Source: an optimization exercise on an open RTL-to-GDS flow (aim: small area, a short achievable clock period and few clock cycles). Production flows keep margins and buffers that such runs may drop. Function was checked by simulation only, so behaviour that the tests miss may differ from the original. No activity file was given, so power comes from the tool's default toggle rates.

run 1:
## px4io_engine
module px4io_engine (
    input  wire        clk,
    input  wire        rst,
    input  wire        cmd_valid,
    input  wire [7:0]  cmd,
    input  wire [7:0]  arg_mode,
    input  wire [7:0]  arg_page,
    input  wire [7:0]  arg_offset,
    input  wire [7:0]  arg_n,
    input  wire [7:0]  arg_retries,
    input  wire [15:0] arg_clear,
    input  wire [15:0] arg_set,
    input  wire        val_we,
    input  wire [4:0]  val_addr,
    input  wire [15:0] val_wdata,
    input  wire [4:0]  out_addr,
    output wire [15:0] out_rdata,
    output wire        link_req,
    output reg  [1:0]  link_op,
    output wire [7:0]  link_wdata,
    input  wire        link_ack,
    input  wire [1:0]  link_resp,
    input  wire [7:0]  link_rdata,
    output wire        busy,
    output reg         ready,
    output wire [7:0]  status,
    output reg  [7:0]  errinfo,
    output reg  [7:0]  result,
    output reg         flag,
    output reg  [2:0]  fault,
    output reg  [31:0] stall_cnt,
    output reg  [31:0] retry_cnt,
    output reg  [31:0] crcfail_cnt
);
    localparam [6:0] C_DEFAULT = 7'h01, C_CLEAR = 7'h02, C_BUILD = 7'h03,
                     C_CRC8    = 7'h04, C_CHECK = 7'h05, C_COUNT = 7'h06,
                     C_CODE    = 7'h07,
                     C_SETUP   = 7'h10, C_DISCARD = 7'h11, C_EXCHANGE = 7'h12,
  ...
For scale: about 270 I/O pins, about 0.11 mm2 of cells after synthesis.
==> flow/config.mk <==
export PLATFORM = sky130hd
export DESIGN_NAME = px4io_engine
export DESIGN_NICKNAME = px4io_engine
export VERILOG_FILES = /design/flow/design.v
export SDC_FILE = /design/flow/constraint.sdc
export NUM_CORES = 8
export LEC_CHECK = 0
export CAP_MARGIN = 40
export CORE_MARGIN = 2
export CORE_UTILIZATION = 30
export CTS_CLUSTER_DIAMETER = 80
export CTS_CLUSTER_SIZE = 16
export SETUP_SLACK_MARGIN = 4.3
export SLEW_MARGIN = 40
export SYNTH_HIERARCHICAL = 1
==> flow/constraint.sdc <==
create_clock -name core_clock -period 10.0 [get_ports {clk}]
set_input_delay 2.0000 -clock core_clock [delete_from_list [all_inputs] [get_ports {clk}]]
set_output_delay 2.0000 -clock core_clock [all_outputs]
set_load 0.01 [all_outputs]
standard.sh (not shown) runs the stock make flow with config.mk's settings and CLKGATE_MAP_FILE= SYNTH_SCRIPT=/design/flow/synth_recipe.tcl, a recipe that flattens the netlist after the stock synthesis.
==> flow/flow/run.sh <==
#!/bin/bash
set -euo pipefail
export BUFFER_PORTS_ARGS="-buffer_cell sky130_fd_sc_hd__buf_2"
sed 's/"\${@:-finish}"/ABC_LOAD_IN_FF=35 "${@:-finish}"/' standard.sh > standard_abc.sh
grep -q 'ABC_LOAD_IN_FF=35 ' standard_abc.sh
bash standard_abc.sh > flow_make.log 2>&1
Every stage of the flow completed for run 1, and the final layout passed the timing, DRC and antenna checks.
Testbench counts of run 1, summed over its fixed seeds: cycles 47,047.
Setup changes, run 1 to run 2
--- a/flow/design.v
+++ b/flow/design.v
@@ -213,24 +213,25 @@
     reg        clr_pend;      
     reg [5:0]  c_n;           
     reg [15:0] c_clear;
     reg [15:0] c_set;
     reg [7:0]  att;           
     reg [7:0]  rlim;          
     reg [3:0]  catt;          
     reg [2:0]  status_r;      
     reg [5:0]  idx;           
     reg [6:0]  rp;            
     reg [7:0]  wcur;          
     reg        wb;            
+    reg        b_lst;         
     reg [7:0]  rcrc;          
     reg        cp_go;         
     reg        cp1;           
     reg [7:0]  pa;            
     reg        crc_done;      
     reg [7:0]  wk_c;          
     reg [4:0]  wk_w;          
     reg [5:0]  wk_rem;        
     reg        wk_on;         
     reg [4:0]  wk_rd;         
     reg [31:0] wk_wd;         
     reg        wk_v;          
@@ -311,25 +312,25 @@
         endcase
     end
     wire call    = !rst && !cmd_valid && link_req && link_ack;
     wire r_data  = (link_resp == R_OK);
     wire r_nod   = (link_resp == R_NODATA);
     wire r_err   = (link_resp == R_ERR);
     wire [6:0] txlen = (tx[7:6] == 2'b01) ? ({tx[5:0], 1'b0} + 7'd4) : 7'd4;
     wire [5:0] h_cnt   = hdr[5:0];
     wire       rd_poll = call && (st[ST_HDR] || st[ST_BODY]);
     wire       rd_data = rd_poll && r_data;
     wire       h_last  = st[ST_HDR] && (idx[1:0] == 2'd3);
     wire       h_bad   = (hdr[7:6] != 2'b00) || (h_cnt > 6'd32);
-    wire       b_last  = st[ST_BODY] && (({1'b0, idx} + 7'd1) == {h_cnt, 1'b0});
+    wire       b_last  = st[ST_BODY] && b_lst;
     wire       x_comp  = rd_data && ((h_last && !h_bad && (h_cnt == 6'd0)) || b_last);
     wire       x_rej   = rd_data && h_last && h_bad;
     wire       x_stall = rd_poll && r_nod && wb;
     wire       x_comm  = call && ((st[ST_WRITE] || st[ST_FLUSH]) ? r_err :
                                   (st[ST_HDR] || st[ST_BODY]) && !r_data && !r_nod);
     wire       x_abandon = x_rej || x_stall;
     wire       x_retry = x_abandon && (att != rlim);
     wire       x_unresp = x_abandon && (att == rlim);
     wire       accept  = (link_rdata == (rcrc ^ crc_tinv(hdr[15:8])));
     wire       p_acc   = x_comp && !c_xchg && accept;
     wire       p_fail  = x_comp && !c_xchg && !accept;
     wire       p_again = p_fail && (catt != DRIVER_RETRIES);
@@ -458,24 +459,25 @@
             c_xchg <= 1'b0;
             c_get <= 1'b0;
             c_mod <= 1'b0;
             mod2 <= 1'b0;
             clr_pend <= 1'b0;
             c_n <= 6'd0;
             c_clear <= 16'd0;
             c_set <= 16'd0;
             att <= 8'd0;
             rlim <= 8'd0;
             catt <= 4'd0;
             idx <= 6'd0;
+            b_lst <= 1'b0;
             rp <= 7'd0;
             wcur <= 8'd0;
             wb <= 1'b0;
             rcrc <= 8'd0;
             cp_go <= 1'b0;
             cp1 <= 1'b0;
             pa <= 8'd0;
             crc_done <= 1'b0;
             wk_c <= 8'd0;
             wk_w <= 5'd0;
             wk_rem <= 6'd0;
             wk_on <= 1'b0;
@@ -698,24 +700,25 @@
             end
             st[ST_HDR], st[ST_BODY]: begin
                 if (rd_data) begin
                     wb <= 1'b0;
                     if (st[ST_HDR]) begin
                         case (idx[1:0])
                             2'd0: hdr[7:0]   <= link_rdata;
                             2'd1: hdr[15:8]  <= link_rdata;
                             2'd2: hdr[23:16] <= link_rdata;
                             default: hdr[31:24] <= link_rdata;
                         endcase
                     end
+                    b_lst <= st[ST_BODY] && (({1'b0, idx} + 7'd2) == {h_cnt, 1'b0});
                     if (h_last) begin
                         idx <= 6'd0;
                         if (!h_bad && (h_cnt != 6'd0))
                             st <= 11'd1 << ST_BODY;
                     end else
                         idx <= idx + 6'd1;
                 end else if (rd_poll && r_nod)
                     wb <= 1'b1;
             end
             default: ;
             endcase
             if (x_comm) begin
## What came out
On area growth from synthesis to final layout: run 2 sits above run 1. Both conditions hold for run 2: the flow ran to the end and the final layout passed the timing, DRC and antenna checks. Compared with run 1, in run 2 number of nets in the final layout increased 1.4%; number of global-route vias before repair fell by 573; starting density of the core neither gained nor lost much; overall track demand over capacity in global routing has decreased; fmax saw an increase. Diff run 1..run 2 | total power | negligible. Lower clock-buffer cell count was reported by run 2, not run 1.
Testbench counts of run 2, summed over its fixed seeds: cycles 47,047.

static timing again, ports no longer ideal:
In the flow no input, the clock included, has a driving cell. The finished layouts below were timed again as built, in two steps. Step 1 assumes that a clkbuf_16 drives the clock port and a buf_2 every other input. Step 2, shift: input delay + t, output delay - t, t = (earliest + latest rising clock arrival at the registers) / 2. This alone moves slack from input paths to output paths. a / b / c = no drivers / after step 1 / after step 2; a / b = the first two.
| run | t (ns) | setup WS [ns] | cell pins on the clock port's net |
|---|---|---|---|
| run 1 | 1.005 | 4.009 / 4.009 / 3.420 | 1 |
| run 2 | 1.032 | 4.099 / 4.024 / 3.352 | 1 |
After both steps every run listed still meets setup and hold. For run 2, which loses most, drivers alone change the setup slack by -0.075 ns; drivers and shift together by -0.747 ns.
